Context: an optimization exercise on an open-source flow, tuned for small area. The choices shown serve that exercise and are no tape-out recipe.
At most, simulation tests tie the RTL to the original design; equivalence was not proved.
Only the layout flow was run in runs 2 to 4; the RTL was not checked for function there.
Power and IR drop assume default switching activity.

$ cat flow/run.sh
#!/bin/bash
# synth_recipe.tcl (not shown) runs the flow's synth.tcl, then flattens the netlist and writes it again
# the make line also repeats each setting of config.mk as NAME=value (left out here)
make -C /OpenROAD-flow-scripts/flow DESIGN_CONFIG=/design/flow/config.mk WORK_HOME=/design/flow/orfs CLKGATE_MAP_FILE= SYNTH_SCRIPT=/design/flow/synth_recipe.tcl finish
$ cat flow/config.mk
export PLATFORM = sky130hd
export DESIGN_NAME = zcpf_nec
export DESIGN_NICKNAME = zcpf_nec
export VERILOG_FILES = /design/flow/design.v
export SDC_FILE = /design/flow/constraint.sdc
export NUM_CORES = 4
export LEC_CHECK = 0
export CAP_MARGIN = 20
export CORE_MARGIN = 2
export CORE_UTILIZATION = 70
export CTS_BUF_LIST = sky130_fd_sc_hd__clkbuf_4 sky130_fd_sc_hd__clkbuf_8
export SLEW_MARGIN = 20
$ cat flow/constraint.sdc
create_clock -name core_clock -period 10.0 [get_ports {clk}]
set_input_delay 2.0000 -clock core_clock [delete_from_list [all_inputs] [get_ports {clk}]]
set_output_delay 2.0000 -clock core_clock [all_outputs]
set_load 0.01 [all_outputs]
$ cat flow/design.v
module zcpf_nec (
    input  wire       clk,
    input  wire       rst,
    input  wire       zc_in,
    input  wire       ir_in,
    input  wire       dt_tick,
    input  wire       tb_tick,
    input  wire [3:0] addr,
    input  wire [7:0] wdata,
    input  wire       rd,
    input  wire       wr,
    output reg  [7:0] rdata,
    output wire       gate_n
);
    localparam [2:0] S_IDLE    = 3'd0;
    localparam [2:0] S_MARK    = 3'd1;
    localparam [2:0] S_SPACE   = 3'd2;
    localparam [2:0] S_HIGHBIT = 3'd3;
    localparam [2:0] S_LOWBIT  = 3'd4;
    localparam [2:0] S_REPEAT  = 3'd5;
    function [7:0] lut;
        input [3:0] l;
        begin
            lut[7] = ~l[3] & ~(l[2] & l[1]);
            lut[6] = ~(l[3] | (~l[2] & l[1] & l[0]) | (l[2] & ~l[1]));
            lut[5] = (~l[3] & ~l[2] & l[0]) | (~l[2] & ~l[1] & ~l[0]) | (l[2] & l[1] & ~l[0]);
            lut[4] = l[3] | ~(l[1] ^ l[0]);
            lut[3] = ~(l[3] ^ l[0]);
            lut[2] = ~l[2];
            lut[1] = ~l[1];
            lut[0] = ~l[0];
        end
    endfunction
    function [3:0] pa_idx;
        input       k;
        input [3:0] l;
        begin
            pa_idx = {l[3] | k, l[2] & ~k, l[1] & ~k, l[0] | k};
        end
    endfunction
    reg  [2:0]  ir_state;
    reg  [7:0]  dly_cnt;
    reg         dly_armed;
    reg         gate;
    reg         run;
    reg  [3:0]  level;
    reg         start_req;
    reg  [7:0]  kick_cnt;
    reg  [15:0] tb_cnt;
    reg  [7:0]  hc_cnt;
    reg  [7:0]  ovf_cnt;
    reg         ir_level;
    reg  [15:0] ivc;         
    reg  [31:1] acc;
    reg  [4:0]  bitcnt;
    reg  [31:0] frame;
    reg  [1:0]  ir_idle;
    reg         frame_rdy;
    reg         rpt_pend;
    reg         ovf_f;
    reg         zc_f;
    reg  [4:0]  pulse_cnt;
    reg         zc_prev;
    reg         ir_prev;
    wire ir_now = ~ir_in;
    wire zc_ev  = zc_in & ~zc_prev;
    wire ir_ev  = ir_now ^ ir_prev;
    wire kick_on = (kick_cnt != 8'd0);
    wire [7:0] phase_angle = lut(pa_idx(kick_on, level));
    wire wr_level = wr && addr == 4'h0;
    wire wr_ctrl  = wr && addr == 4'h1;
    wire wr_flags = wr && addr == 4'h4;
    wire [3:0] lvl_n = wdata[7] ? 4'd0 : (wdata[6:0] > 7'd9) ? 4'd9 : wdata[3:0];
    reg  [3:0] w_level;
    reg        w_run;
    reg  [7:0] w_kick;
    reg        w_start_req;
    always @* begin
        w_level     = level;
        w_run       = run;
        w_kick      = kick_cnt;
        w_start_req = start_req;
        if (wr_level) begin
            w_level     = lvl_n;
            w_start_req = 1'b0;
            if (lvl_n == 4'd0) begin
                w_run  = 1'b0;
                w_kick = 8'd0;
            end else if (!run && start_req) begin
                w_run  = 1'b1;
                w_kick = 8'd200;
            end
        end else if (wr_ctrl) begin
            w_start_req = wdata[0];
        end
    end
    wire w_kick_on = (w_kick != 8'd0);
    wire [7:0] w_pa = lut(pa_idx(w_kick_on, w_level));
    wire w_full = w_kick_on || (w_level[3] && w_level[0]);
    wire dly_zero = (dly_cnt == 8'd0);
    wire expire   = dt_tick && dly_armed && !zc_ev && dly_zero;
    wire [7:0] dly_x = zc_ev ? w_pa : dly_cnt;
    wire [7:0] n_dly = (dt_tick && (zc_ev || dly_armed) && !(dly_zero && !zc_ev)) ?
                       dly_x - 8'd1 : dly_x;
    wire n_armed = zc_ev || (dly_armed && !expire);
    wire n_gate  = (zc_ev && w_run && w_full) || (gate && !expire);
    wire [7:0] n_kick = (zc_ev && w_kick_on) ? w_kick - 8'd1 : w_kick;
    wire pulse_start = expire && w_run;
    wire iv_hi0   = (ivc[15:10] == 6'd0);
    wire [9:0] ivl = ivc[9:0];
    wire iv_ge787 = !iv_hi0 || ivl >= 10'd787;
    wire iv_lt394 = iv_hi0 && ivl < 10'd394;
    wire iv_bit   = iv_hi0 && ivl >= 10'd56 && ivl <= 10'd84;
    wire iv_low   = iv_hi0 && ivl >= 10'd56 && ivl <= 10'd252;
    wire iv_b     = !iv_hi0 || ivl >= 10'd168;
    reg  [2:0] n_state;
    reg  [4:0] n_bitcnt;
    reg        n_frame_ld;
    reg        rpt_set;
    reg        err;
    always @* begin
        n_state    = ir_state;
        n_bitcnt   = bitcnt;
        n_frame_ld = 1'b0;
        rpt_set    = 1'b0;
        err        = 1'b0;
        if (ir_ev) begin
            case (ir_state)
                S_IDLE: begin
                    if (ir_now) begin
                        n_state  = S_MARK;
                        n_bitcnt = 5'd0;
                    end
                end
                S_MARK: begin
                    err     = !iv_ge787;
                    n_state = S_SPACE;
                end
                S_SPACE: begin
                    n_state = iv_lt394 ? S_REPEAT : S_HIGHBIT;
                end
                S_HIGHBIT: begin
                    err     = !iv_bit;
                    n_state = S_LOWBIT;
                end
                S_LOWBIT: begin
                    err      = !iv_low;
                    n_state  = S_HIGHBIT;
                    n_bitcnt = bitcnt + 5'd1;
                    if (!err && bitcnt == 5'd31) begin
                        n_frame_ld = 1'b1;
                        n_state    = S_IDLE;
                    end
                end
                S_REPEAT: begin
                    err     = !iv_bit;
                    rpt_set = iv_bit;
                    n_state = S_IDLE;
                end
                default: n_state = S_IDLE;
            endcase
            if (err) begin
                n_state  = S_IDLE;
                n_bitcnt = 5'd0;
            end
        end
    end
    wire acc_sh = ir_ev && ir_state[2];
    wire [31:0] acc_new = {iv_b, acc[31:1]};
    wire ovf = tb_tick && (tb_cnt == 16'hFFFF);
    wire [1:0] e_idle = ir_ev ? 2'd0 : ir_idle;
    wire [1:0] n_idle = (ovf && e_idle != 2'd2) ? e_idle + 2'd1 : e_idle;
    wire n_frame_rdy = (frame_rdy && !(wr_flags && wdata[0])) || n_frame_ld;
    wire n_rpt_pend  = ((rpt_pend && !(wr_flags && wdata[1])) || rpt_set) &&
                       !(ovf && n_idle == 2'd2);
    wire n_ovf_f     = (ovf_f && !(wr_flags && wdata[2])) || ovf;
    wire n_zc_f      = (zc_f && !(wr_flags && wdata[3])) || zc_ev;
    reg [7:0] rd_view;
    always @* begin
        case (addr)
            4'h0: rd_view = {4'd0, level};
            4'h1: rd_view = {7'd0, start_req};
            4'h2: rd_view = phase_angle;
            4'h3: rd_view = {3'd0, ir_level, dly_armed, gate, kick_on, run};
            4'h4: rd_view = {4'd0, zc_f, ovf_f, rpt_pend, frame_rdy};
            4'h5: rd_view = hc_cnt;
            4'h6: rd_view = ovf_cnt;
            4'h7: rd_view = {ir_state, bitcnt};
            4'h8: rd_view = frame[7:0];
            4'h9: rd_view = frame[15:8];
            4'hA: rd_view = frame[23:16];
            4'hB: rd_view = frame[31:24];
            default: rd_view = 8'd0;
        endcase
    end
    always @(posedge clk) begin
        zc_prev <= zc_in;
        ir_prev <= ir_now;
        if (acc_sh)
            acc <= acc_new[31:1];
        if (ir_ev)
            ivc <= {15'd0, tb_tick};
        else
            ivc <= ivc + {15'd0, tb_tick};
        dly_cnt <= n_dly;
        if (rst) begin
            ir_state  <= S_IDLE;
            dly_armed <= 1'b0;
            gate      <= 1'b0;
            run       <= 1'b0;
            level     <= 4'd0;
            start_req <= 1'b0;
            kick_cnt  <= 8'd0;
            tb_cnt    <= 16'd0;
            hc_cnt    <= 8'd0;
            ovf_cnt   <= 8'd0;
            ir_level  <= 1'b0;
            bitcnt    <= 5'd0;
            frame     <= 32'd0;
            ir_idle   <= 2'd0;
            frame_rdy <= 1'b0;
            rpt_pend  <= 1'b0;
            ovf_f     <= 1'b0;
            zc_f      <= 1'b0;
            pulse_cnt <= 5'd0;
            rdata     <= 8'd0;
        end else begin
            ir_state  <= n_state;
            dly_armed <= n_armed;
            gate      <= n_gate;
            run       <= w_run;
            level     <= w_level;
            start_req <= w_start_req;
            kick_cnt  <= n_kick;
            tb_cnt    <= tb_cnt + {15'd0, tb_tick};
            if (zc_ev)
                hc_cnt <= hc_cnt + 8'd1;
            if (ovf)
                ovf_cnt <= ovf_cnt + 8'd1;
            if (ir_ev)
                ir_level <= ir_now;
            bitcnt    <= n_bitcnt;
            if (n_frame_ld)
                frame <= acc_new;
            ir_idle   <= n_idle;
            frame_rdy <= n_frame_rdy;
            rpt_pend  <= n_rpt_pend;
            ovf_f     <= n_ovf_f;
            zc_f      <= n_zc_f;
            if (pulse_start)
                pulse_cnt <= 5'd16;
            else if (pulse_cnt != 5'd0)
                pulse_cnt <= pulse_cnt - 5'd1;
            if (rd)
                rdata <= rd_view;
        end
    end
    assign gate_n = ~(gate | (pulse_cnt != 5'd0));
endmodule
==> flow_metrics.env, run 1 <==
export IMPL_rows=38
export IMPL_regArea_mm2=0.00361
export IMPL_postCtsHoldBufs=0
export IMPL_post_cts_setup_buffers=0
export IMPL_synth_area_leaders="dfxtp_1 34%, edfxtp_1 12%, nand2_1 6.0%"
export IMPL_synth_most_common_cell="dfxtp_1"
export IMPL_finalSetupTns_ns=0
export IMPL_detail_route_wl_per_cell_um=16.8
export IMPL_root_buffer="clkbuf_8"
export IMPL_die_h_um=110
export IMPL_antenna_left=0
export IMPL_ir_worst_vdd_mv=0.151
export IMPL_cp_required_ns=10.35
export IMPL_grt_max_degree=106
export IMPL_fin_ws_ns=4.14
export IMPL_fillers=754
export IMPL_viasPerCell=6.27
export IMPL_hpwl_um=12100
export IMPL_crit_path_frequent_cell="nor3_1"
export IMPL_rsz0062_at_grt="no"
export IMPL_drcViolationCount=0
export IMPL_final_max_slew_viol_count=0
export IMPL_synth_cell_area_mm2=0.00783
export IMPL_path_cells="clkdlybuf4s50_1 > nor2_1 > nand4b_1 > nand3_1 > ha_1 > inv_1 > nor3_1 > a32o_1 > a31oi_1 > ha_1 > and2_1 > nand2_1 > nor3_1 > nor3_1"
export IMPL_first_pass_iters=6
export IMPL_antenna_found_initial=0
export IMPL_ys_warn_count=1
export IMPL_numCtsBuffers=17
export IMPL_cts_max_path_buffers=2
export IMPL_synth_edf_count=31
export IMPL_netlist_instances=899
export IMPL_worst_pin_slew_ns=1.07
export IMPL_cts_resized=0
export IMPL_yosysSeqAreaShare_pct=46.1
export IMPL_cts_tree="done"
export IMPL_place_area_mm2=0.00811
export IMPL_final_core_util_pct=78.8
export IMPL_finalPower_mw=1.66
export IMPL_crit_type="in2reg"
export IMPL_yosys_area_top_type="dfxtp_1"
export IMPL_start_util_pct=71.9
export IMPL_avgSynthCellArea_um2=8.71
export IMPL_synth_fp_nets=933
export IMPL_synth_common_cells="134 x dfxtp_1, 126 x nand2_1, 112 x nor2_1"
export IMPL_synth_top_area_share_pct=34.3
export IMPL_grtUsageTotal_pct=30.7
export IMPL_first_iter_violations=595
export IMPL_grt_overflow_total=0
export IMPL_synth_ff_type="dfxtp_1"
export IMPL_die_x_um=110
export IMPL_io_pins=29
export IMPL_cp_max_fo=21
export IMPL_placeableCoreArea_mm2=0.0109
export IMPL_synth_cell_types=72
export IMPL_crit_slowest_cell="clkdlybuf4s50_1"
export IMPL_fin_worst_skew_ns=0.0124
export IMPL_synth_async_reset_ratio_pct=0
export IMPL_end_kind="flop"
export IMPL_crit_path_start_kind="primary input"
export IMPL_htreeDepth=4
export IMPL_drv_cap=0
export IMPL_multi_input_area_mm2=0.00395
export IMPL_clk_pin_slew_worst_paths_ns=0.09
export IMPL_diodes=0
export IMPL_p_per_area_mw_per_mm2=194
export IMPL_clk_insertion_delay_late_ns=0.46
export IMPL_period_needed_ns=5.86
export IMPL_placement_io_buffers=28
export IMPL_fin_area_mm2=0.00858
export IMPL_slew_headroom_pct=28.5
export IMPL_dp_slack_ns=3.89
export IMPL_ys_ff_latch=165
export IMPL_hold_viol_final=0
export IMPL_dieArea_mm2=0.0120
export IMPL_drive_above_1_share_pct=6.89
export IMPL_outcome="finished clean"
export IMPL_finalSetupViolations=0
export IMPL_via_count=6608
export IMPL_clock_sinks=165
export IMPL_area_growth_syn_to_layout_pct=9.52
export IMPL_finalCritPeriodShare_pct=58.6
export IMPL_drt_wl_total_um=17700
export IMPL_gp_congestion=0.988
export IMPL_grt_pass1_vias=6105
export IMPL_grt_pass1_wl_um=28800
export IMPL_cp_arrival_ns=6.21
export IMPL_power_leakage_nw=2.94
export IMPL_max_clock_freq_mhz=171
export IMPL_fin_nets=935
export IMPL_cpPeakStageDelay_ns=0.79
export IMPL_min_delay_path_class="reg2reg"
==> area by class of cell <==
type / count / area share [%]
repair buffers: 32 / 3.59
inverters: 20 / 0.875
well taps: 140 / 2.04
multi-input cells: 665 / 46.1
clock inverters: 13 / 2.25
clock buffers: 19 / 3.05
flip-flops and latches: 165 / 42.1
==> kinds of logic after synthesis <==
group / Yosys count / share of synthesized area [%]
muxes: 19 / 2.70
buffers and inverters: 69 / 3.58
AOI/OAI and AO/OA: 192 / 15.8
DFF: 165 / 46.1
xor gates and xnor gates: 51 / 5.70
adders and majority gates: 14 / 2.24
and+or+nand+nor: 389 / 23.9
==> where the power goes <==
| group | total, mW | switching (mW) | internal [mW] |
|---|---|---|---|
| Combinational | 0.367 | 0.217 | 0.150 |
| Clock | 0.541 | 0.250 | 0.290 |
| Sequential | 0.755 | 0.0363 | 0.718 |
| Total | 1.66 | 0.504 | 1.16 |
==> worst max-delay path: cells and delay by family <==
| kind | cells | cell delay, ns |
|---|---|---|
| simple gates | 8 | 2.32 |
| buf+inv | 2 | 0.86 |
| compound gates | 2 | 0.53 |
| fa+ha+maj | 2 | 0.50 |
==> cells in the final DEF (no fill, tap or decap), types with 6 or more instances in the layout <==
cell             netlist  layout
dfxtp_1              134     134
nand2_1              126     126
nor2_1               112     111
a21oi_1               74      74
o21ai_0               35      35
xor2_1                34      34
nand3_1               33      33
edfxtp_1              31      31
clkdlybuf4s50_1        0      27
inv_1                 20      20
clkbuf_8               0      19
nor3_1                18      18
xnor2_1               17      16
nand4_1               15      15
ha_1                  14      14
nor2b_1               12      11
mux2i_1               11      11
or3_1                 11      11
nand2b_1              10      10
a22oi_1               10      10
a211oi_1               9       9
nor4_1                 7       7
and2_1                 7       7
a221oi_1               7       7
mux2_2                 7       7
and3_1                 6       6
a22o_1                 6       6
==> worst paths after layout <==
path / start / to / slack (ns) / cells after the start
worst max-delay path: addr[2] / dly_cnt[4] / 4.14 / 14
worst min-delay path: acc[16] / acc[15] / 0.46 / 0
worst max register to register: start_req / dly_cnt[4] / 6.62 / 12
worst min register to register: acc[16] / acc[15] / 0.46 / 0
==> per-layer routing <==
layer	up-vias	global-route usage, %	wire length (um)
met3	33	5.99	1180
met1	3135	39.8	7660
met2	232	51.2	8580
li1	3208	-	-
met5	-	0	0
met4	0	10.9	315
==> through the flow <==
stage / hold WS [ns] / instances
after floorplan: 0.426 / 899
after global placement: 0.427 / 1022
after detailed placement: 0.434 / 1022
after CTS: 0.455 / 1054
after global routing: 0.461 / 1054
final: 0.456 / 1054
==> flip-flops by register name, indices dropped and copies added (netlist names), 2 cells and up <==
register and count:
kick_cnt 8, ir_state 3, bitcnt 5, frame 32
hc_cnt 8, ovf_cnt 8, rdata 8, ir_idle 2
ivc 16, level 4, pulse_cnt 5, dly_cnt 8
acc 31, tb_cnt 16
==> run 2, diff against run 1 <==
--- a/flow/design.v
+++ b/flow/design.v
@@ -19,23 +19,17 @@
     localparam [2:0] S_LOWBIT  = 3'd4;
     localparam [2:0] S_REPEAT  = 3'd5;
     function [7:0] lut;
-        input [3:0] l;
+        input [3:0] idx;
         begin
-            lut[7] = ~l[3] & ~(l[2] & l[1]);
-            lut[6] = ~(l[3] | (~l[2] & l[1] & l[0]) | (l[2] & ~l[1]));
-            lut[5] = (~l[3] & ~l[2] & l[0]) | (~l[2] & ~l[1] & ~l[0]) | (l[2] & l[1] & ~l[0]);
-            lut[4] = l[3] | ~(l[1] ^ l[0]);
-            lut[3] = ~(l[3] ^ l[0]);
-            lut[2] = ~l[2];
-            lut[1] = ~l[1];
-            lut[0] = ~l[0];
-        end
-    endfunction
-    function [3:0] pa_idx;
-        input       k;
-        input [3:0] l;
-        begin
-            pa_idx = {l[3] | k, l[2] & ~k, l[1] & ~k, l[0] | k};
+            lut = (idx == 4'd0) ? 8'd255 :
+                  (idx == 4'd1) ? 8'd230 :
+                  (idx == 4'd2) ? 8'd205 :
+                  (idx == 4'd3) ? 8'd180 :
+                  (idx == 4'd4) ? 8'd155 :
+                  (idx == 4'd5) ? 8'd130 :
+                  (idx == 4'd6) ? 8'd105 :
+                  (idx == 4'd7) ? 8'd80  :
+                  (idx == 4'd8) ? 8'd55  : 8'd30;
         end
     endfunction
     reg  [2:0]  ir_state;
@@ -66,7 +60,7 @@
     wire zc_ev  = zc_in & ~zc_prev;
     wire ir_ev  = ir_now ^ ir_prev;
     wire kick_on = (kick_cnt != 8'd0);
-    wire [7:0] phase_angle = lut(pa_idx(kick_on, level));
+    wire [7:0] phase_angle = kick_on ? 8'd30 : lut(level);
     wire wr_level = wr && addr == 4'h0;
     wire wr_ctrl  = wr && addr == 4'h1;
     wire wr_flags = wr && addr == 4'h4;
@@ -95,13 +89,12 @@
         end
     end
     wire w_kick_on = (w_kick != 8'd0);
-    wire [7:0] w_pa = lut(pa_idx(w_kick_on, w_level));
-    wire w_full = w_kick_on || (w_level[3] && w_level[0]);
+    wire [7:0] w_pa = w_kick_on ? 8'd30 : lut(w_level);
+    wire w_full = w_kick_on || (w_level == 4'd9);
     wire dly_zero = (dly_cnt == 8'd0);
     wire expire   = dt_tick && dly_armed && !zc_ev && dly_zero;
-    wire [7:0] dly_x = zc_ev ? w_pa : dly_cnt;
-    wire [7:0] n_dly = (dt_tick && (zc_ev || dly_armed) && !(dly_zero && !zc_ev)) ?
-                       dly_x - 8'd1 : dly_x;
+    wire [7:0] n_dly = zc_ev ? (dt_tick ? w_pa - 8'd1 : w_pa) :
+                       (dt_tick && dly_armed && !dly_zero) ? dly_cnt - 8'd1 : dly_cnt;
     wire n_armed = zc_ev || (dly_armed && !expire);
     wire n_gate  = (zc_ev && w_run && w_full) || (gate && !expire);
     wire [7:0] n_kick = (zc_ev && w_kick_on) ? w_kick - 8'd1 : w_kick;
==> flow_metrics.env, run 2 <==
export IMPL_p_sw_share_pct=31.6
export IMPL_viasPerCell=6.33
export IMPL_dieArea_mm2=0.0123
export IMPL_crit_type="in2reg"
export IMPL_slew_headroom_pct=29.8
export IMPL_detail_route_wl_per_cell_um=17.8
export IMPL_yosys_area_top_type="dfxtp_1"
export IMPL_final_core_util_pct=77.5
export IMPL_outcome="finished clean"
export IMPL_seqPwrFrac_pct=44.8
export IMPL_path_buf_inv=1
export IMPL_cts_tree="done"
export IMPL_numCtsBuffers=17
export IMPL_die_x_um=111
export IMPL_holdWs_ns=0.460
export IMPL_die_h_um=111
export IMPL_clk_pin_slew_worst_paths_ns=0.08
export IMPL_grt_pass1_wl_um=30100
export IMPL_grt_pass1_vias=6114
export IMPL_via_count=6519
export IMPL_grt_max_degree=104
export IMPL_end_kind="flop"
export IMPL_synth_common_cells="129 x nor2_1, 126 x dfxtp_1, 67 x nand2_1"
export IMPL_grtUsageTotal_pct=30.4
export IMPL_drt_wl_total_um=18300
export IMPL_cp_required_ns=10.21
export IMPL_clk_insertion_delay_late_ns=0.46
export IMPL_final_cell_mix="129 x nor2_1, 126 x dfxtp_1, 67 x nand2_1"
export IMPL_top_usage_layer="met2"
export IMPL_antenna_found_initial=0
export IMPL_antenna_left=0
export IMPL_area_growth_syn_to_layout_pct=9.28
export IMPL_io_pins=29
export IMPL_avgSynthCellArea_um2=9.21
export IMPL_postCtsHoldBufs=0
export IMPL_fin_worst_skew_ns=0.00814
export IMPL_cts_max_path_buffers=2
export IMPL_largestRegisters="frame: 32 flops, acc: 31 flops"
export IMPL_crit_path_start_kind="primary input"
export IMPL_gp_congestion=0.920
export IMPL_root_buffer="clkbuf_8"
export IMPL_max_clock_freq_mhz=175
export IMPL_synth_area_leaders="dfxtp_1 32%, edfxtp_1 15%, nor2_1 6.1%"
export IMPL_synth_top_area_share_pct=31.6
export IMPL_synth_cell_types=69
export IMPL_synth_fp_nets=903
export IMPL_synth_async_reset_ratio_pct=0
export IMPL_first_iter_violations=543
export IMPL_cp_max_fo=14
export IMPL_largest_reg_flops=32
export IMPL_drcViolationCount=0
export IMPL_synth_edf_count=39
export IMPL_placeableCoreArea_mm2=0.0113
export IMPL_clock_sinks=165
export IMPL_period_needed_ns=5.73
export IMPL_drv_cap=0
export IMPL_use_met3_pct=6.94
export IMPL_r2r_slack_ns=6.67
export IMPL_dp_slack_ns=3.87
export IMPL_hold_viol_final=0
export IMPL_met2_usage_pct=49.7
export IMPL_path_delay_family="simple AND/OR/NAND/NOR gates"
export IMPL_power_leakage_nw=2.97
export IMPL_start_util_pct=70.9
export IMPL_combPwrFrac_pct=23.9
export IMPL_netlist_instances=868
export IMPL_finalSetupTns_ns=0
export IMPL_pwr_share_clk_pct=31.3
export IMPL_fin_nets=909
export IMPL_post_cts_setup_buffers=0
export IMPL_grt_overflow_total=0
export IMPL_cts_resized=0
export IMPL_finalCritPeriodShare_pct=57.3
export IMPL_placement_io_buffers=28
export IMPL_switching_power_uw=534
export IMPL_ir_worst_vdd_mv=0.194
export IMPL_synth_most_common_cell="nor2_1"
export IMPL_crit_slowest_cell="clkdlybuf4s50_1"
export IMPL_worst_pin_slew_ns=1.05
export IMPL_rsz0062_at_grt="no"
export IMPL_gr_usage_met1_pct=40.1
export IMPL_fin_ws_ns=4.27
export IMPL_top_register="frame"
export IMPL_synth_cell_area_mm2=0.00799
export IMPL_yosysSeqAreaShare_pct=46.2
export IMPL_hpwl_um=13000
export IMPL_p_int_mw=1.16
export IMPL_finalPower_mw=1.69
export IMPL_synth_ff_type="dfxtp_1"
export IMPL_diodes=0
export IMPL_first_pass_iters=5
export IMPL_p_per_area_mw_per_mm2=193
export IMPL_mostFrequentLayoutCell="nor2_1"
export IMPL_finalSetupViolations=0
export IMPL_ys_warn_count=1
export IMPL_htreeDepth=4
export IMPL_min_delay_path_class="reg2reg"
export IMPL_cpPeakStageDelay_ns=0.67
export IMPL_rows=39
export IMPL_path_cells="clkdlybuf4s50_1 > or3_1 > nor2_2 > o21ai_1 > nand2_1 > ha_1 > nand2b_1 > nor4_4 > o21ai_0 > or2_2 > ha_1 > nand2_1 > o211ai_1 > o31a_1 > a22o_1"
export IMPL_final_max_slew_viol_count=0
export IMPL_cp_arrival_ns=5.94
export IMPL_ys_ff_latch=165
export IMPL_drive_above_1_share_pct=6.88
run 2: final timing paths:
path / endpoint / start / depth (start not counted)
setup / recovery: dly_cnt[6] / addr[3] / 15
hold / removal: acc[4] / acc[5] / 0
setup reg to reg: dly_cnt[6] / start_req / 13
hold reg to reg: acc[4] / acc[5] / 0
run 2: per-layer routing:
layer | vias up | wire, um
met1 | 3113 | 7980
met2 | 232 | 8860
met5 | - | 0
li1 | 3139 | -
met4 | 0 | 414
met3 | 35 | 1080
run 2: power groups by stage:
stage / registers [mW] / clock network [mW] / logic [mW]
global route: 0.762 / 0.560 / 0.448
global placement: 0.769 / 0 / 0.380
detailed placement: 0.771 / 0 / 0.393
finish: 0.757 / 0.528 / 0.404
floorplan: 0.760 / 0 / 0.297
CTS: 0.756 / 0.533 / 0.396
run 2: worst reg2reg max path, stage by stage (launching register included):
cell and delay, ns:
dfxtp_1 0.41, nor2b_1 0.16, o21ai_1 0.22, nand2_1 0.26, ha_1 0.23, nand2b_1 0.10
nor4_4 0.44, o21ai_0 0.21, or2_2 0.34, ha_1 0.19, nand2_1 0.09, o211ai_1 0.09
o31a_1 0.15, a22o_1 0.20
run 2: cell families (layout without fill, tap and decap cells):
| group | count (synthesis) | after routing | share of synthesized area (%) |
|---|---|---|---|
| AND/OR/NAND/NOR | 351 | 351 | 21.8 |
| AO/OA/AOI/OAI | 171 | 171 | 13.9 |
| flip-flops | 165 | 165 | 46.2 |
| buffers and inverters | 66 | 85 | 3.47 |
| XOR/XNOR | 53 | 53 | 5.81 |
| multiplexers | 47 | 47 | 6.43 |
| adder cells (fa/ha/maj) | 15 | 15 | 2.35 |
run 2: metrics by stage:
step,instance area (um^2),cells
global route,8740,1030
CTS,8740,1030
global placement,8300,998
detailed placement,8300,998
floorplan,7990,868
finish,8740,1030
run 2: cell type report:
type                    count  area, um^2
well taps                 143         179
flip-flops and latches    165        3690
fillers                   797        2540
repair buffers             34         323
inverters                  19        71.3
clock inverters            14         199
clock buffers              18         241
multi-input cells         637        4030
==> run 3, diff against run 2 <==
--- a/flow/design.v
+++ b/flow/design.v
@@ -91,14 +91,33 @@
     wire w_kick_on = (w_kick != 8'd0);
     wire [7:0] w_pa = w_kick_on ? 8'd30 : lut(w_level);
     wire w_full = w_kick_on || (w_level == 4'd9);
-    wire dly_zero = (dly_cnt == 8'd0);
-    wire expire   = dt_tick && dly_armed && !zc_ev && dly_zero;
-    wire [7:0] n_dly = zc_ev ? (dt_tick ? w_pa - 8'd1 : w_pa) :
-                       (dt_tick && dly_armed && !dly_zero) ? dly_cnt - 8'd1 : dly_cnt;
-    wire n_armed = zc_ev || (dly_armed && !expire);
-    wire n_gate  = (zc_ev && w_run && w_full) || (gate && !expire);
-    wire [7:0] n_kick = (zc_ev && w_kick_on) ? w_kick - 8'd1 : w_kick;
-    wire pulse_start = expire && w_run;
+    reg  [7:0] n_dly;
+    reg        n_armed;
+    reg        n_gate;
+    reg  [7:0] n_kick;
+    reg        pulse_start;
+    always @* begin
+        n_dly   = dly_cnt;
+        n_armed = dly_armed;
+        n_gate  = gate;
+        n_kick  = w_kick;
+        pulse_start = 1'b0;
+        if (zc_ev) begin
+            n_dly   = w_pa;
+            n_armed = 1'b1;
+            if (w_run && w_full) n_gate = 1'b1;
+            if (w_kick_on) n_kick = w_kick - 8'd1;
+        end
+        if (dt_tick && n_armed) begin
+            if (n_dly != 8'd0) begin
+                n_dly = n_dly - 8'd1;
+            end else begin
+                n_armed = 1'b0;
+                n_gate  = 1'b0;
+                pulse_start = w_run;
+            end
+        end
+    end
     wire iv_hi0   = (ivc[15:10] == 6'd0);
     wire [9:0] ivl = ivc[9:0];
     wire iv_ge787 = !iv_hi0 || ivl >= 10'd787;
--- a/flow/config.mk
+++ b/flow/config.mk
@@ -7,6 +7,5 @@
 export LEC_CHECK = 0
 export CAP_MARGIN = 20
 export CORE_MARGIN = 2
-export CORE_UTILIZATION = 70
-export CTS_BUF_LIST = sky130_fd_sc_hd__clkbuf_4 sky130_fd_sc_hd__clkbuf_8
+export CORE_UTILIZATION = 40
 export SLEW_MARGIN = 20
==> flow_metrics.env, run 3 <==
export IMPL_outcome="finished clean"
export IMPL_detail_route_wl_per_cell_um=15.2
export IMPL_clk_pin_slew_worst_paths_ns=0.06
export IMPL_first_pass_iters=5
export IMPL_rsz0062_at_grt="no"
export IMPL_yosys_area_top_type="dfxtp_1"
export IMPL_synth_xor_area_share_pct=5.57
export IMPL_mostFrequentLayoutCell="dfxtp_1"
export IMPL_synth_async_reset_ratio_pct=0
export IMPL_finalSetupTns_ns=0
export IMPL_placement_io_buffers=28
export IMPL_dieArea_mm2=0.0212
export IMPL_fin_worst_skew_ns=0.00883
export IMPL_multi_input_area_mm2=0.00414
export IMPL_ys_ff_latch=165
export IMPL_synthMuxAreaShare_pct=3.93
export IMPL_met2_usage_pct=27.8
export IMPL_cp_max_fo=18
export IMPL_top_register="frame"
export IMPL_use_met3_pct=3.07
export IMPL_power_leakage_nw=3.12
export IMPL_synth_compound_area_share_pct=16.0
export IMPL_placeableCoreArea_mm2=0.0196
export IMPL_min_delay_path_class="reg2reg"
export IMPL_grt_overflow_total=0
export IMPL_largest_reg_flops=32
export IMPL_r2r_end="pulse_cnt[2]"
export IMPL_hold_viol_final=0
export IMPL_end_kind="flop"
export IMPL_synthAdderAreaFrac_pct=2.34
export IMPL_fillers=1932
export IMPL_viasPerCell=5.39
export IMPL_grt_pass1_vias=6008
export IMPL_postCtsHoldBufs=0
export IMPL_hold_depth=0
export IMPL_grt_max_degree=97
export IMPL_p_per_area_mw_per_mm2=179
export IMPL_fin_nets=942
export IMPL_place_area_mm2=0.00847
export IMPL_die_x_um=146
export IMPL_antenna_left=0
export IMPL_ys_warn_count=1
export IMPL_cts_max_path_buffers=2
export IMPL_max_clock_freq_mhz=180
export IMPL_cts_resized=0
export IMPL_top_usage_layer="met2"
export IMPL_diodes=0
export IMPL_holdWs_ns=0.444
export IMPL_cp_arrival_ns=5.87
export IMPL_finalSetupViolations=0
export IMPL_crit_type="in2reg"
export IMPL_via_count=6387
export IMPL_htreeDepth=4
export IMPL_cp_required_ns=10.31
export IMPL_synth_ff_type="dfxtp_1"
export IMPL_post_cts_setup_buffers=0
export IMPL_root_buffer="clkbuf_16"
export IMPL_io_pins=29
export IMPL_start_util_pct=40.9
export IMPL_cts_tree="done"
export IMPL_synth_edf_count=31
export IMPL_synth_simple_area_share_pct=23.7
export IMPL_r2r_start="start_req"
export IMPL_rows=51
export IMPL_yosysSeqAreaShare_pct=45.1
export IMPL_worst_pin_slew_ns=1.05
export IMPL_die_h_um=146
export IMPL_holdCritStartpoint="acc[31]"
export IMPL_first_iter_violations=416
export IMPL_fin_area_mm2=0.00908
export IMPL_grt_pass1_wl_um=30300
export IMPL_netlist_instances=905
export IMPL_period_needed_ns=5.56
export IMPL_gr_usage_met1_pct=24.1
export IMPL_min_to="acc[30]"
export IMPL_clk_insertion_delay_late_ns=0.42
export IMPL_final_cell_mix="134 x dfxtp_1, 119 x nand2_1, 93 x nor2_1"
export IMPL_hpwl_um=12400
export IMPL_finalCritPeriodShare_pct=55.6
export IMPL_synth_cell_types=82
export IMPL_synth_top_area_share_pct=33.5
export IMPL_synth_area_leaders="dfxtp_1 33%, edfxtp_1 12%, nand2_1 5.6%"
export IMPL_largestRegisters="frame: 32 flops, acc: 31 flops"
export IMPL_drv_cap=0
export IMPL_slew_headroom_pct=30.2
export IMPL_gp_congestion=0.852
export IMPL_r2r_slack_ns=7.16
export IMPL_numCtsBuffers=17
export IMPL_synth_top_family_by_area="simple AND/OR/NAND/NOR gates"
export IMPL_drive_above_1_share_pct=8.48
export IMPL_drcViolationCount=0
export IMPL_drt_wl_total_um=18000
export IMPL_synth_fp_nets=940
export IMPL_final_max_slew_viol_count=0
export IMPL_clock_sinks=165
export IMPL_rr_worst_depth=11
export IMPL_ir_worst_vdd_mv=0.113
export IMPL_synth_cell_area_mm2=0.00802
export IMPL_antenna_found_initial=0
export IMPL_area_growth_syn_to_layout_pct=13.2
export IMPL_crit_path_start_kind="primary input"
export IMPL_grtUsageTotal_pct=17.4
export IMPL_regArea_mm2=0.00361
export IMPL_synth_most_common_cell="dfxtp_1"
export IMPL_synth_common_cells="134 x dfxtp_1, 119 x nand2_1, 94 x nor2_1"
export IMPL_avgSynthCellArea_um2=8.86
==> run 3: cell count changes after synthesis, moves of 7 or more <==
| cell | previous run | this run |
|---|---|---|
| nor2_1 | 129 | 94 |
| edfxtp_1 | 39 | 31 |
| a21oi_1 | 49 | 72 |
| nand3_1 | 19 | 36 |
| nand2_1 | 67 | 119 |
| nand2b_1 | 7 | 14 |
| dfxtp_1 | 126 | 134 |
| clkbuf_1 | 35 | 43 |
| mux2i_1 | 39 | 18 |
==> run 3: kinds of logic (layout without fill, tap and decap cells) <==
group / count (synthesis) / after routing
AOI/OAI and AO/OA: 198 / 198
DFF: 165 / 165
adders and majority gates: 15 / 15
muxes: 28 / 28
and+or+nand+nor: 383 / 383
xor gates and xnor gates: 51 / 51
buffers and inverters: 65 / 80
==> run 3: worst max-delay path by stage <==
stage | startpoint | to | slack (ns)
6_report | addr[3] | pulse_cnt[2] | 4.44
4_1_cts | addr[3] | pulse_cnt[2] | 4.48
2_1_floorplan | wdata[5] | pulse_cnt[2] | 5.13
5_1_grt | addr[3] | pulse_cnt[3] | 4.08
3_5_place_dp | addr[3] | pulse_cnt[2] | 4.03
3_3_place_gp | addr[3] | pulse_cnt[1] | 4.10
==> run 3: layer usage <==
metal	vias to the layer above	part of all wire [%]
met4	0	1.2
met2	114	46
met3	15	3.4
li1	3227	-
met1	3031	49
met5	-	0
==> run 3: per-stage QoR <==
stage | setup slack, ns | utilization, % | power (mW) | cells
final | 4.44 | 46.3 | 1.63 | 1185
after detailed placement | 4.03 | 43.2 | 0.961 | 1153
after global routing | 4.08 | 46.3 | 1.71 | 1185
after global placement | 4.10 | 43.2 | 0.961 | 1153
after CTS | 4.48 | 46.3 | 1.64 | 1185
after floorplan | 5.13 | - | 0.902 | 905
==> run 3: report_power, final <==
| group | switching [mW] | internal [mW] |
|---|---|---|
| sequential | 0.0237 | 0.706 |
| combinational | 0.123 | 0.0934 |
| clock | 0.277 | 0.403 |
==> run 3: critical path: stages <==
cell             delay, ns
clkdlybuf4s50_1       0.77
nor3b_4               0.50
nand2_2               0.17
or2_2                 0.39
nand3_1               0.17
ha_1                  0.18
and2_1                0.19
o211ai_2              0.19
o22ai_2               0.25
ha_1                  0.24
nand3_1               0.14
nor4b_4               0.35
a31o_2                0.27
nor3_2                0.05
==> run 3: area by class of cell <==
type                       instances  share of cell area [%]
clock buffer                      18                    4.84
clock inverter                    14                    1.90
inverter                          13                   0.537
multi-input combinational        675                    45.6
sequential                       165                    39.8
tap                              265                    3.65
timing repair buffer              35                    3.64
==> run 4, diff against run 3 <==
--- a/flow/config.mk
+++ b/flow/config.mk
@@ -7,5 +7,6 @@
 export LEC_CHECK = 0
 export CAP_MARGIN = 20
 export CORE_MARGIN = 2
-export CORE_UTILIZATION = 40
+export CORE_UTILIZATION = 70
+export CTS_BUF_LIST = sky130_fd_sc_hd__clkbuf_4 sky130_fd_sc_hd__clkbuf_8
 export SLEW_MARGIN = 20
==> flow_metrics.env, run 4 <==
export IMPL_synthMuxAreaShare_pct=3.93
export IMPL_p_int_mw=1.08
export IMPL_synth_fp_nets=940
export IMPL_clock_sinks=165
export IMPL_min_delay_path_class="reg2reg"
export IMPL_finalPower_mw=1.50
export IMPL_drcViolationCount=0
export IMPL_start_util_pct=70.8
export IMPL_grt_pass1_wl_um=30400
export IMPL_clk_pin_slew_worst_paths_ns=0.09
export IMPL_synth_area_leaders="dfxtp_1 33%, edfxtp_1 12%, nand2_1 5.6%"
export IMPL_synth_xor_area_share_pct=5.57
export IMPL_rows=39
export IMPL_worst_pin_slew_ns=1.07
export IMPL_cts_max_path_buffers=2
export IMPL_combPwrFrac_pct=14.8
export IMPL_postCtsHoldBufs=0
export IMPL_viasPerCell=6.29
export IMPL_finalCritPeriodShare_pct=56.2
export IMPL_hpwl_um=12400
export IMPL_drv_cap=0
export IMPL_crit_type="in2reg"
export IMPL_die_x_um=111
export IMPL_dieArea_mm2=0.0123
export IMPL_synth_compound_area_share_pct=16.0
export IMPL_synth_most_common_cell="dfxtp_1"
export IMPL_cp_arrival_ns=5.98
export IMPL_placement_io_buffers=28
export IMPL_grtUsageTotal_pct=30.5
export IMPL_synth_top_area_share_pct=33.5
export IMPL_final_core_util_pct=77.3
export IMPL_synth_cell_types=82
export IMPL_ir_worst_vdd_mv=0.165
export IMPL_yosys_area_top_type="dfxtp_1"
export IMPL_first_pass_iters=5
export IMPL_antenna_left=0
export IMPL_grt_max_degree=97
export IMPL_power_leakage_nw=3.05
export IMPL_synth_async_reset_ratio_pct=0
export IMPL_numCtsBuffers=17
export IMPL_cpPeakStageDelay_ns=0.85
export IMPL_first_iter_violations=759
export IMPL_cp_max_fo=21
export IMPL_io_pins=29
export IMPL_slew_headroom_pct=28.8
export IMPL_cp_required_ns=10.36
export IMPL_ys_warn_count=1
export IMPL_synth_edf_count=31
export IMPL_synth_top_family_by_area="simple AND/OR/NAND/NOR gates"
export IMPL_clk_insertion_delay_late_ns=0.48
export IMPL_via_count=6672
export IMPL_die_h_um=111
export IMPL_synth_simple_area_share_pct=23.7
export IMPL_crit_path_start_kind="primary input"
export IMPL_final_max_slew_viol_count=0
export IMPL_finalSetupViolations=0
export IMPL_path_delay_family="simple AND/OR/NAND/NOR gates"
export IMPL_max_clock_freq_mhz=178
export IMPL_root_buffer="clkbuf_8"
export IMPL_p_per_area_mw_per_mm2=171
export IMPL_post_cts_setup_buffers=0
export IMPL_area_growth_syn_to_layout_pct=9.19
export IMPL_outcome="finished clean"
export IMPL_fin_worst_skew_ns=0.0103
export IMPL_end_kind="flop"
export IMPL_netlist_instances=905
export IMPL_path_cells="clkdlybuf4s50_1 > nor3b_4 > nand2_2 > or2_2 > nand3_1 > ha_1 > and2_1 > o211ai_2 > o22ai_2 > ha_1 > nand3_1 > nor4b_4 > a31o_2 > nor3_2"
export IMPL_synthAdderAreaFrac_pct=2.34
export IMPL_fin_ws_ns=4.38
export IMPL_period_needed_ns=5.62
export IMPL_ys_ff_latch=165
export IMPL_fin_nets=940
export IMPL_gp_congestion=0.899
export IMPL_rsz0062_at_grt="no"
export IMPL_seqPwrFrac_pct=48.7
export IMPL_drt_wl_total_um=18400
export IMPL_synth_ff_type="dfxtp_1"
export IMPL_synth_common_cells="134 x dfxtp_1, 119 x nand2_1, 94 x nor2_1"
export IMPL_grt_overflow_total=0
export IMPL_pwr_share_clk_pct=36.5
export IMPL_detail_route_wl_per_cell_um=17.3
export IMPL_htreeDepth=4
export IMPL_mostFrequentLayoutCell="dfxtp_1"
export IMPL_top_register="frame"
export IMPL_cts_tree="done"
export IMPL_final_cell_mix="134 x dfxtp_1, 119 x nand2_1, 93 x nor2_1"
export IMPL_largest_reg_flops=32
export IMPL_grt_pass1_vias=6325
export IMPL_switching_power_uw=413
export IMPL_drive_above_1_share_pct=8.71
export IMPL_crit_slowest_cell="clkdlybuf4s50_1"
export IMPL_p_sw_share_pct=27.6
export IMPL_dp_slack_ns=3.95
export IMPL_hold_viol_final=0
export IMPL_finalSetupTns_ns=0
export IMPL_placeableCoreArea_mm2=0.0113
export IMPL_avgSynthCellArea_um2=8.86
export IMPL_holdWs_ns=0.455
export IMPL_path_buf_inv=1
export IMPL_yosysSeqAreaShare_pct=45.1
export IMPL_diodes=0
export IMPL_antenna_found_initial=0
export IMPL_cts_resized=0
export IMPL_synth_cell_area_mm2=0.00802
export IMPL_largestRegisters="frame: 32 flops, acc: 31 flops"
run 4: changes by cell type in the layout (fill, tap and decap cells not counted), moves of 2 or more:
cell and delta:
clkbuf_16 -17, clkbuf_8 +17, buf_4 -3, clkinv_1 -2, inv_4 +2
run 4: metrics by stage:
step	cells	area, um^2
2_1_floorplan	905	8020
3_3_place_gp	1029	8300
3_5_place_dp	1029	8300
4_1_cts	1061	8750
5_1_grt	1061	8760
6_report	1061	8760
run 4: final cells by class:
type / instances / area [um^2]
clock inverter: 13 / 191
sequential: 165 / 3610
tap: 143 / 179
timing repair buffer: 33 / 313
clock buffer: 19 / 255
multi-input combinational: 675 / 4160
inverter: 13 / 48.8
fill: 761 / 2560
run 4: per-layer routing:
layer / GRT usage [%] / wire (um)
met5: 0 / 0
met4: 10.0 / 349
met3: 7.05 / 1030
met2: 49.8 / 8850
met1: 40.5 / 8150
run 4: logic make-up after synthesis:
kind of cell,Yosys count
buffers and inverters,65
DFF,165
and+or+nand+nor,383
adders and majority gates,15
muxes,28
xor gates and xnor gates,51
AOI/OAI and AO/OA,198
run 4: power groups by stage:
| stage | Clock (mW) | Combinational (mW) | Sequential [mW] |
|---|---|---|---|
| after global routing | 0.572 | 0.246 | 0.733 |
| after floorplan | 0 | 0.167 | 0.736 |
| after detailed placement | 0 | 0.217 | 0.744 |
| after global placement | 0 | 0.209 | 0.742 |
| final | 0.546 | 0.222 | 0.729 |
| after CTS | 0.549 | 0.219 | 0.728 |
run 4: worst paths after layout:
kind / from / to / slack, ns / cells past startpoint
max: addr[2] / pulse_cnt[2] / 4.38 / 14
min: acc[22] / acc[21] / 0.45 / 0
max reg2reg: ivc[11] / frame[4] / 7.06 / 6
min reg2reg: acc[22] / acc[21] / 0.45 / 0
==> run 5, diff against run 4 <==
--- a/flow/design.v
+++ b/flow/design.v
@@ -19,17 +19,23 @@
     localparam [2:0] S_LOWBIT  = 3'd4;
     localparam [2:0] S_REPEAT  = 3'd5;
     function [7:0] lut;
-        input [3:0] idx;
+        input [3:0] l;
         begin
-            lut = (idx == 4'd0) ? 8'd255 :
-                  (idx == 4'd1) ? 8'd230 :
-                  (idx == 4'd2) ? 8'd205 :
-                  (idx == 4'd3) ? 8'd180 :
-                  (idx == 4'd4) ? 8'd155 :
-                  (idx == 4'd5) ? 8'd130 :
-                  (idx == 4'd6) ? 8'd105 :
-                  (idx == 4'd7) ? 8'd80  :
-                  (idx == 4'd8) ? 8'd55  : 8'd30;
+            lut[7] = ~l[3] & ~(l[2] & l[1]);
+            lut[6] = ~(l[3] | (~l[2] & l[1] & l[0]) | (l[2] & ~l[1]));
+            lut[5] = (~l[3] & ~l[2] & l[0]) | (~l[2] & ~l[1] & ~l[0]) | (l[2] & l[1] & ~l[0]);
+            lut[4] = l[3] | ~(l[1] ^ l[0]);
+            lut[3] = ~(l[3] ^ l[0]);
+            lut[2] = ~l[2];
+            lut[1] = ~l[1];
+            lut[0] = ~l[0];
+        end
+    endfunction
+    function [3:0] pa_idx;
+        input       k;
+        input [3:0] l;
+        begin
+            pa_idx = {l[3] | k, l[2] & ~k, l[1] & ~k, l[0] | k};
         end
     endfunction
     reg  [2:0]  ir_state;
@@ -60,7 +66,7 @@
     wire zc_ev  = zc_in & ~zc_prev;
     wire ir_ev  = ir_now ^ ir_prev;
     wire kick_on = (kick_cnt != 8'd0);
-    wire [7:0] phase_angle = kick_on ? 8'd30 : lut(level);
+    wire [7:0] phase_angle = lut(pa_idx(kick_on, level));
     wire wr_level = wr && addr == 4'h0;
     wire wr_ctrl  = wr && addr == 4'h1;
     wire wr_flags = wr && addr == 4'h4;
@@ -89,35 +95,17 @@
         end
     end
     wire w_kick_on = (w_kick != 8'd0);
-    wire [7:0] w_pa = w_kick_on ? 8'd30 : lut(w_level);
-    wire w_full = w_kick_on || (w_level == 4'd9);
-    reg  [7:0] n_dly;
-    reg        n_armed;
-    reg        n_gate;
-    reg  [7:0] n_kick;
-    reg        pulse_start;
-    always @* begin
-        n_dly   = dly_cnt;
-        n_armed = dly_armed;
-        n_gate  = gate;
-        n_kick  = w_kick;
-        pulse_start = 1'b0;
-        if (zc_ev) begin
-            n_dly   = w_pa;
-            n_armed = 1'b1;
-            if (w_run && w_full) n_gate = 1'b1;
-            if (w_kick_on) n_kick = w_kick - 8'd1;
-        end
-        if (dt_tick && n_armed) begin
-            if (n_dly != 8'd0) begin
-                n_dly = n_dly - 8'd1;
-            end else begin
-                n_armed = 1'b0;
-                n_gate  = 1'b0;
-                pulse_start = w_run;
-            end
-        end
-    end
+    wire [7:0] w_pa = lut(pa_idx(w_kick_on, w_level));
+    wire w_full = w_kick_on || (w_level[3] && w_level[0]);
+    wire dly_zero = (dly_cnt == 8'd0);
+    wire expire   = dt_tick && dly_armed && !zc_ev && dly_zero;
+    wire [7:0] dly_x = zc_ev ? w_pa : dly_cnt;
+    wire [7:0] n_dly = (dt_tick && (zc_ev || dly_armed) && !(dly_zero && !zc_ev)) ?
+                       dly_x - 8'd1 : dly_x;
+    wire n_armed = zc_ev || (dly_armed && !expire);
+    wire n_gate  = (zc_ev && w_run && w_full) || (gate && !expire);
+    wire [7:0] n_kick = (zc_ev && w_kick_on) ? w_kick - 8'd1 : w_kick;
+    wire pulse_start = expire && w_run;
     wire iv_hi0   = (ivc[15:10] == 6'd0);
     wire [9:0] ivl = ivc[9:0];
     wire iv_ge787 = !iv_hi0 || ivl >= 10'd787;
==> flow/flow/run.sh (new file) <==
#!/bin/bash
# Own layout flow: the standard synthesis, then a stronger area-oriented
# re-mapping of its combinational logic (registers untouched), then the
# standard ORFS layout with smaller port buffers and no CTS dummy loads.
set -euo pipefail
W=$(pwd)
R=$W/orfs/results/$FLOW_PLATFORM/zcpf_nec/base
LIB=$FLOW_HOME/platforms/$FLOW_PLATFORM/lib/sky130_fd_sc_hd__tt_025C_1v80.lib
PCFG=$FLOW_HOME/platforms/$FLOW_PLATFORM/config.mk

# 1. standard synthesis
bash standard.sh synth > $W/log_1_standard_synth.txt 2>&1
cp $R/1_2_yosys.v $W/std_1_2_yosys.v

# 2. re-map the combinational logic; sequential cells are kept as they are
regs() { grep -oE '^\s*sky130_fd_sc_hd__(df|edf|sdf|dl)[a-z0-9_]+ +[^ ]+' "$1" | sed 's/^ *//' | sort; }
if bash $W/flow/reopt.sh $W/std_1_2_yosys.v $W/reopt_1_2_yosys.v $W/flow/reopt.abc \
     $FLOW_TOP $LIB $PCFG $W/log_2_reopt.txt $W/reopt_stat \
   && diff <(regs $W/std_1_2_yosys.v) <(regs $W/reopt_1_2_yosys.v) > $W/log_2_regdiff.txt; then
  cp $W/reopt_1_2_yosys.v $R/1_2_yosys.v
  touch $R/1_2_yosys.v
  echo "using the re-mapped netlist" >> $W/log_2_regdiff.txt
else
  echo "re-mapping failed or changed the registers; keeping the standard netlist" >> $W/log_2_regdiff.txt
fi

# 3. layout
export BUFFER_PORTS_ARGS="-buffer_cell sky130_fd_sc_hd__buf_1"
export CTS_ARGS="-sink_clustering_enable -repair_clock_nets -dont_use_dummy_load -buf_list {sky130_fd_sc_hd__clkbuf_4 sky130_fd_sc_hd__clkbuf_8}"
bash standard.sh finish > $W/log_3_standard_finish.txt 2>&1
test -f $W/out/final.def
==> flow/flow/reopt.abc (new file) <==
&get -n
&st
&deepsyn -T 90 -S 1 -t
&dch -f
&nf -a -R 1000
&put
print_stats
==> flow/flow/reopt.sh (new file) <==
#!/bin/bash
# Re-map the combinational logic of a mapped netlist with a stronger ABC script.
# Sequential cells and tie cells are kept as they are.
# usage: reopt.sh IN.v OUT.v ABC_SCRIPT TOP LIB PLATFORM_CONFIG LOG STAT_PREFIX
set -euo pipefail
IN=$1; OUT=$2; ABCS=$3; TOP=$4; LIB=$5; PCFG=$6; LOG=$7; STAT=$8
DU=$(sed -n '/^export DONT_USE_CELLS/,/^#/p' $PCFG | grep -oE 'sky130_fd_sc_hd__[A-Za-z0-9_]+' | sed 's/^/-dont_use /' | tr '\n' ' ')
YS=$(mktemp --suffix=.ys -p $(dirname $OUT))
cat > $YS <<EOF
read_liberty -ignore_miss_func $LIB
read_verilog $IN
hierarchy -top $TOP
blackbox sky130_fd_sc_hd__df* sky130_fd_sc_hd__edf* sky130_fd_sc_hd__sdf* sky130_fd_sc_hd__dl* sky130_fd_sc_hd__conb_1
tee -o ${STAT}_before.txt stat -liberty $LIB
flatten
rename -hide w:*.*
opt_clean -purge
abc -liberty $LIB $DU -dont_use sky130_fd_sc_hd__buf_1 -dont_use sky130_fd_sc_hd__buf_4 -script $ABCS
opt_clean -purge
delete =sky130_fd_sc_hd__*
read_liberty -lib -ignore_miss_func $LIB
opt_clean -purge
hilomap -singleton -hicell sky130_fd_sc_hd__conb_1 HI -locell sky130_fd_sc_hd__conb_1 LO
splitnets
opt_clean -purge
insbuf -buf sky130_fd_sc_hd__buf_4 A X
check -assert -mapped
tee -o ${STAT}_after.txt stat -liberty $LIB
write_verilog -noattr -nohex -nodec $OUT
EOF
yosys -s $YS > $LOG 2>&1
rm -f $YS
==> flow/standard.sh (new file) <==
#!/bin/bash
# synth_recipe.tcl (not shown) runs the flow's synth.tcl, then flattens the netlist and writes it again
# the make line also repeats each setting of config.mk as NAME=value (left out here)
make -C /OpenROAD-flow-scripts/flow DESIGN_CONFIG=/design/flow/config.mk WORK_HOME=/design/flow/orfs CLKGATE_MAP_FILE= SYNTH_SCRIPT=/design/flow/synth_recipe.tcl "${@:-finish}"
removed: flow/run.sh
==> flow_metrics.env, run 5 <==
export IMPL_netlist_instances=653
export IMPL_cp_max_fo=11
export IMPL_crit_path_start_kind="primary input"
export IMPL_largest_reg_flops=32
export IMPL_grt_max_degree=38
export IMPL_mostFrequentLayoutCell="dfxtp_1"
export IMPL_stdcell_count=809
export IMPL_outcome="finished clean"
export IMPL_viasPerCell=6.57
export IMPL_fin_nets=723
export IMPL_dp_cells=792
export IMPL_drive_above_1_share_pct=3.28
export IMPL_antenna_found_initial=0
export IMPL_power_leakage_nw=2.63
export IMPL_cts_max_path_buffers=2
export IMPL_seqPwrFrac_pct=57.3
export IMPL_hpwl_um=9690
export IMPL_crit_type="in2reg"
export IMPL_hold_viol_final=0
export IMPL_p_sw_share_pct=27.3
export IMPL_root_buffer="clkbuf_8"
export IMPL_min_delay_path_class="reg2reg"
export IMPL_area_growth_syn_to_layout_pct=7.92
export IMPL_die_x_um=99.3
export IMPL_clk_insertion_delay_late_ns=0.43
export IMPL_slew_headroom_pct=32.1
export IMPL_grtUsageTotal_pct=29.3
export IMPL_synth_cell_area_mm2=0.00636
export IMPL_drv_cap=0
export IMPL_pwr_share_clk_pct=27.0
export IMPL_cts_tree="done"
export IMPL_switching_power_uw=351
export IMPL_io_pins=29
export IMPL_htreeDepth=4
export IMPL_die_h_um=99.3
export IMPL_grt_overflow_total=0
export IMPL_drcViolationCount=0
export IMPL_synth_fp_nets=673
export IMPL_finalSetupTns_ns=0
export IMPL_p_int_uw=932
export IMPL_max_clock_freq_mhz=182
export IMPL_cp_required_ns=10.28
export IMPL_clock_sinks=165
export IMPL_via_count=5316
export IMPL_numCtsBuffers=17
export IMPL_period_needed_ns=5.49
export IMPL_dieArea_mm2=0.00987
export IMPL_finalCritPeriodShare_pct=54.9
export IMPL_avgSynthCellArea_um2=9.75
export IMPL_worst_pin_slew_ns=1.01
export IMPL_first_pass_iters=5
export IMPL_first_iter_violations=463
export IMPL_p_per_area_mw_per_mm2=187
export IMPL_ys_warn_count=1
export IMPL_rsz0062_at_grt="no"
export IMPL_finalSetupViolations=0
export IMPL_final_max_slew_viol_count=0
export IMPL_grt_pass1_wl_um=23300
export IMPL_placement_io_buffers=28
export IMPL_drt_wl_total_um=14100
export IMPL_clk_pin_slew_worst_paths_ns=0.10
export IMPL_detail_route_wl_per_cell_um=17.4
export IMPL_start_util_pct=72.6
export IMPL_cts_resized=0
export IMPL_fin_worst_skew_ns=0.0367
export IMPL_grt_pass1_vias=4996
export IMPL_cp_arrival_ns=5.76
export IMPL_finalPower_mw=1.28
export IMPL_post_cts_setup_buffers=0
export IMPL_gp_congestion=0.922
export IMPL_final_cell_mix="134 x dfxtp_1, 73 x nor2_1, 62 x o21ai_0"
export IMPL_rows=34
export IMPL_placeableCoreArea_mm2=0.00876
export IMPL_ir_worst_vdd_mv=0.111
export IMPL_antenna_left=0
export IMPL_end_kind="flop"
export IMPL_combPwrFrac_pct=15.7
export IMPL_postCtsHoldBufs=0
export IMPL_top_register="frame"
export IMPL_largestRegisters="frame: 32 flops, acc: 31 flops"
export IMPL_diodes=0
## run 5: cell type report
class,instances,area (um^2)
Multi-Input combinational cell,482,2740
Tap cell,108,135
Clock buffer,17,234
Inverter,6,22.5
Timing Repair Buffer,31,128
Sequential cell,165,3610
Fill cell,615,1900
## run 5: final timing paths
kind,endpoint,start,depth (start not counted),slack [ns]
setup / recovery,ovf_cnt[7],tb_tick,16,4.51
hold / removal,acc[3],acc[4],0,0.42
setup reg to reg,ovf_cnt[7],tb_cnt[0],15,5.99
hold reg to reg,acc[3],acc[4],0,0.42
## run 5: critical path, cell delays in order
cell    delay, ns
buf_1        0.22
and3_1       0.28
and3_1       0.21
and2_0       0.24
and3_1       0.22
and2_0       0.27
and3_1       0.22
and2_0       0.24
and3_1       0.22
and2_0       0.24
and3_1       0.41
and3_1       0.26
and3_1       0.24
and3_1       0.27
and3_1       0.18
nor3_1       0.04
## run 5: through the flow
stage | area, um^2 | hold slack (ns) | utilization, % | setup WS, ns
6_report | 6870 | 0.422 | 78.4 | 4.51
5_1_grt | 6870 | 0.422 | 78.4 | 4.08
4_1_cts | 6870 | 0.421 | 78.4 | 4.57
3_5_place_dp | 6630 | 0.431 | 75.7 | 4.15
3_3_place_gp | 6630 | 0.428 | 75.7 | 4.43
2_1_floorplan | 6360 | 0.427 | - | 4.42
## run 5: metal layers
layer	global-route usage, %	part of all wire, %
met3	5.34	7.0
met4	9.06	1.3
met5	0	0
met2	47.6	47
met1	40.5	44
## run 5: power groups by stage
stage	registers (mW)	logic, mW	clock network, mW
after global routing	0.738	0.226	0.376
after detailed placement	0.749	0.197	0
after floorplan	0.742	0.148	0
final	0.735	0.202	0.346
after global placement	0.748	0.190	0
after CTS	0.734	0.199	0.350
==> run 6, diff against run 5 <==
--- a/flow/design.v
+++ b/flow/design.v
@@ -38,14 +38,40 @@
             pa_idx = {l[3] | k, l[2] & ~k, l[1] & ~k, l[0] | k};
         end
     endfunction
+    localparam [7:0] DLY_C1 = 8'h68;
+    function [7:0] elut;
+        input [3:0] l;
+        begin
+            elut[7] = l[1] | ~l[0];
+            elut[6] = ~l[1];
+            elut[5] = ~l[3] & l[0];
+            elut[4] = ~l[3];
+            elut[3] = l[2] & l[1] & l[0];
+            elut[2] = l[2] & l[1];
+            elut[1] = (l[3] | l[2]) & l[0];
+            elut[0] = (l[3] & ~l[0]) | l[2];
+        end
+    endfunction
+    localparam [7:0] KICK_START  = 8'hFF;
+    localparam [7:0] KICK_LAST   = 8'hFA;    
+    localparam [4:0] PULSE_START = 5'h1F;
+    localparam [4:0] PULSE_LAST  = 5'h14;    
+    function [7:0] lfsr8;                    
+        input [7:0] v;
+        lfsr8 = {v[6:0], v[7] ^ v[5] ^ v[4] ^ v[3]};
+    endfunction
+    function [4:0] lfsr5;                    
+        input [4:0] v;
+        lfsr5 = {v[3:0], v[4] ^ v[2]};
+    endfunction
     reg  [2:0]  ir_state;
-    reg  [7:0]  dly_cnt;
+    reg  [7:0]  dly_cnt;     
     reg         dly_armed;
     reg         gate;
     reg         run;
     reg  [3:0]  level;
     reg         start_req;
-    reg  [7:0]  kick_cnt;
+    reg  [7:0]  kick_cnt;    
     reg  [15:0] tb_cnt;
     reg  [7:0]  hc_cnt;
     reg  [7:0]  ovf_cnt;
@@ -59,7 +85,7 @@
     reg         rpt_pend;
     reg         ovf_f;
     reg         zc_f;
-    reg  [4:0]  pulse_cnt;
+    reg  [4:0]  pulse_cnt;   
     reg         zc_prev;
     reg         ir_prev;
     wire ir_now = ~ir_in;
@@ -88,23 +114,24 @@
                 w_kick = 8'd0;
             end else if (!run && start_req) begin
                 w_run  = 1'b1;
-                w_kick = 8'd200;
+                w_kick = KICK_START;
             end
         end else if (wr_ctrl) begin
             w_start_req = wdata[0];
         end
     end
     wire w_kick_on = (w_kick != 8'd0);
-    wire [7:0] w_pa = lut(pa_idx(w_kick_on, w_level));
+    wire [7:0] w_pa = elut(pa_idx(w_kick_on, w_level));
     wire w_full = w_kick_on || (w_level[3] && w_level[0]);
     wire dly_zero = (dly_cnt == 8'd0);
     wire expire   = dt_tick && dly_armed && !zc_ev && dly_zero;
     wire [7:0] dly_x = zc_ev ? w_pa : dly_cnt;
-    wire [7:0] n_dly = (dt_tick && (zc_ev || dly_armed) && !(dly_zero && !zc_ev)) ?
-                       dly_x - 8'd1 : dly_x;
+    wire [7:0] n_dly = (dt_tick && (zc_ev || (dly_armed && !dly_zero))) ?
+                       ((dly_x == DLY_C1) ? 8'd0 : lfsr8(dly_x)) : dly_x;
     wire n_armed = zc_ev || (dly_armed && !expire);
     wire n_gate  = (zc_ev && w_run && w_full) || (gate && !expire);
-    wire [7:0] n_kick = (zc_ev && w_kick_on) ? w_kick - 8'd1 : w_kick;
+    wire [7:0] n_kick = (zc_ev && w_kick_on) ?
+                       ((w_kick == KICK_LAST) ? 8'd0 : lfsr8(w_kick)) : w_kick;
     wire pulse_start = expire && w_run;
     wire iv_hi0   = (ivc[15:10] == 6'd0);
     wire [9:0] ivl = ivc[9:0];
@@ -248,9 +275,11 @@
             ovf_f     <= n_ovf_f;
             zc_f      <= n_zc_f;
             if (pulse_start)
-                pulse_cnt <= 5'd16;
+                pulse_cnt <= PULSE_START;
+            else if (pulse_cnt == PULSE_LAST)
+                pulse_cnt <= 5'd0;
             else if (pulse_cnt != 5'd0)
-                pulse_cnt <= pulse_cnt - 5'd1;
+                pulse_cnt <= lfsr5(pulse_cnt);
             if (rd)
                 rdata <= rd_view;
         end
--- a/flow/flow/run.sh
+++ b/flow/flow/run.sh
@@ -26,6 +26,6 @@
 
 # 3. layout
 export BUFFER_PORTS_ARGS="-buffer_cell sky130_fd_sc_hd__buf_1"
-export CTS_ARGS="-sink_clustering_enable -repair_clock_nets -dont_use_dummy_load -buf_list {sky130_fd_sc_hd__clkbuf_4 sky130_fd_sc_hd__clkbuf_8}"
+export CTS_ARGS="-sink_clustering_enable -repair_clock_nets -dont_use_dummy_load -sink_clustering_size 40 -sink_clustering_max_diameter 150 -buf_list {sky130_fd_sc_hd__clkbuf_8}"
 bash standard.sh finish > $W/log_3_standard_finish.txt 2>&1
 test -f $W/out/final.def
==> flow_metrics.env, run 6 <==
export IMPL_rows=34
export IMPL_startpoint="addr[0]"
export IMPL_hpwl_um=10400
export IMPL_post_cts_setup_buffers=0
export IMPL_drv_cap=0
export IMPL_rr_worst_depth=15
export IMPL_largest_reg_flops=32
export IMPL_clk_pin_slew_worst_paths_ns=0.09
export IMPL_first_pass_iters=10
export IMPL_diodes=0
export IMPL_via_count=5309
export IMPL_avgSynthCellArea_um2=9.90
export IMPL_clock_sinks=165
export IMPL_cp_arrival_ns=5.98
export IMPL_ir_worst_vdd_mv=0.125
export IMPL_hold_depth=0
export IMPL_holdCritStartpoint="acc[15]"
export IMPL_end_kind="flop"
export IMPL_grt_overflow_total=0
export IMPL_antenna_found_initial=0
export IMPL_power_leakage_nw=2.47
export IMPL_path_cells="buf_1 > nor3_1 > nand2_1 > or4_1 > or4_1 > o21ai_0 > o21ai_0 > nor2_1 > nand2_1 > o21ai_0 > xor2_1 > xnor2_1 > o21ai_0"
export IMPL_crit_path_start_kind="primary input"
export IMPL_clk_insertion_delay_late_ns=0.44
export IMPL_fin_worst_skew_ns=0.0325
export IMPL_finalCritPeriodShare_pct=57.1
export IMPL_netlist_instances=645
export IMPL_fin_ws_ns=4.29
export IMPL_placement_io_buffers=28
export IMPL_finalPower_mw=1.14
export IMPL_gp_congestion=0.931
export IMPL_worst_pin_slew_ns=1.17
export IMPL_dp_slack_ns=4.01
export IMPL_viasPerCell=6.62
export IMPL_largestRegisters="frame: 32 flops, acc: 31 flops"
export IMPL_slew_headroom_pct=21.6
export IMPL_p_per_area_mw_per_mm2=166
export IMPL_path_delay_family="simple AND/OR/NAND/NOR gates"
export IMPL_min_to="acc[14]"
export IMPL_drive_above_1_share_pct=3.60
export IMPL_numCtsBuffers=17
export IMPL_root_buffer="clkbuf_8"
export IMPL_cpPeakStageDelay_ns=0.93
export IMPL_final_max_slew_viol_count=0
export IMPL_start_util_pct=72.9
export IMPL_crit_type="in2reg"
export IMPL_period_needed_ns=5.71
export IMPL_finalSetupViolations=0
export IMPL_htreeDepth=4
export IMPL_postCtsHoldBufs=0
export IMPL_cts_resized=0
export IMPL_detail_route_wl_per_cell_um=18.4
export IMPL_grt_pass1_wl_um=24300
export IMPL_fillers=595
export IMPL_synth_cell_area_mm2=0.00638
export IMPL_r2r_slack_ns=5.88
export IMPL_grt_max_degree=58
export IMPL_outcome="finished clean"
export IMPL_finalSetupTns_ns=0
export IMPL_drt_wl_total_um=14700
export IMPL_dieArea_mm2=0.00990
export IMPL_cts_tree="done"
export IMPL_final_cell_mix="134 x dfxtp_1, 72 x nor2_1, 51 x a21oi_1"
export IMPL_top_register="frame"
export IMPL_rsz0062_at_grt="no"
export IMPL_io_pins=29
export IMPL_crit_slowest_cell="nor3_1"
export IMPL_path_buf_inv=1
export IMPL_max_clock_freq_mhz=175
export IMPL_fin_nets=716
export IMPL_drcViolationCount=0
export IMPL_crit_path_frequent_cell="o21ai_0"
export IMPL_cp_max_fo=10
export IMPL_die_x_um=99.5
export IMPL_synth_fp_nets=665
export IMPL_grtUsageTotal_pct=31.1
export IMPL_placeableCoreArea_mm2=0.00876
export IMPL_r2r_start="tb_cnt[0]"
export IMPL_first_iter_violations=446
export IMPL_ys_warn_count=1
export IMPL_r2r_end="ovf_cnt[6]"
export IMPL_mostFrequentLayoutCell="dfxtp_1"
export IMPL_cp_required_ns=10.27
export IMPL_grt_pass1_vias=5074
export IMPL_min_delay_path_class="reg2reg"
export IMPL_die_h_um=99.5
export IMPL_cts_max_path_buffers=2
export IMPL_area_growth_syn_to_layout_pct=8.03
export IMPL_hold_viol_final=0
export IMPL_antenna_left=0
==> run 6: cell type report <==
cell class / instances / area [um^2] / share of cell area, %
multi-input cells: 466 / 2730 / 39.5
clock buffers: 17 / 234 / 3.39
flip-flops and latches: 165 / 3610 / 52.4
repair buffers: 32 / 136 / 1.98
inverters: 14 / 52.6 / 0.762
well taps: 108 / 135 / 1.96
==> run 6: worst max-delay path by stage <==
stage	endpoint	slack (ns)	cells past startpoint
final	dly_cnt[0]	4.29	13
after detailed placement	dly_cnt[0]	4.01	13
after CTS	dly_cnt[7]	4.45	11
after global routing	ovf_cnt[6]	3.98	16
after global placement	dly_cnt[7]	4.28	11
after floorplan	ovf_cnt[7]	4.82	15
==> run 6: power breakdown <==
part | total (mW) | switching (mW) | leakage (nW) | internal, mW
registers | 0.708 | 0.0161 | 1.37 | 0.692
logic | 0.0889 | 0.0567 | 0.987 | 0.0321
clock network | 0.348 | 0.197 | 0.122 | 0.150
==> run 6: layer usage <==
layer / vias up / global-route usage (%) / wire length, um
met5: - / 0 / 0
met4: 0 / 14.1 / 525
met3: 54 / 6.96 / 1100
met2: 242 / 51.2 / 7080
met1: 2488 / 39.5 / 6020
li1: 2525 / - / -
==> run 6: through the flow <==
step | utilization, % | hold WS [ns] | cell area [um^2] | std cells
finish | 78.7 | 0.429 | 6900 | 802
global route | 78.7 | 0.445 | 6900 | 802
CTS | 78.7 | 0.433 | 6900 | 802
detailed placement | 76.0 | 0.434 | 6660 | 785
global placement | 76.0 | 0.425 | 6660 | 785
floorplan | - | 0.414 | 6380 | 645

Setup slack of run 6, layout unchanged: 4.292 ns with ideal ports, 4.302 ns with driving cells assumed (clock clkbuf_16, inputs buf_2), 3.846 ns with port delays also shifted by the 0.456 ns mid clock arrival.
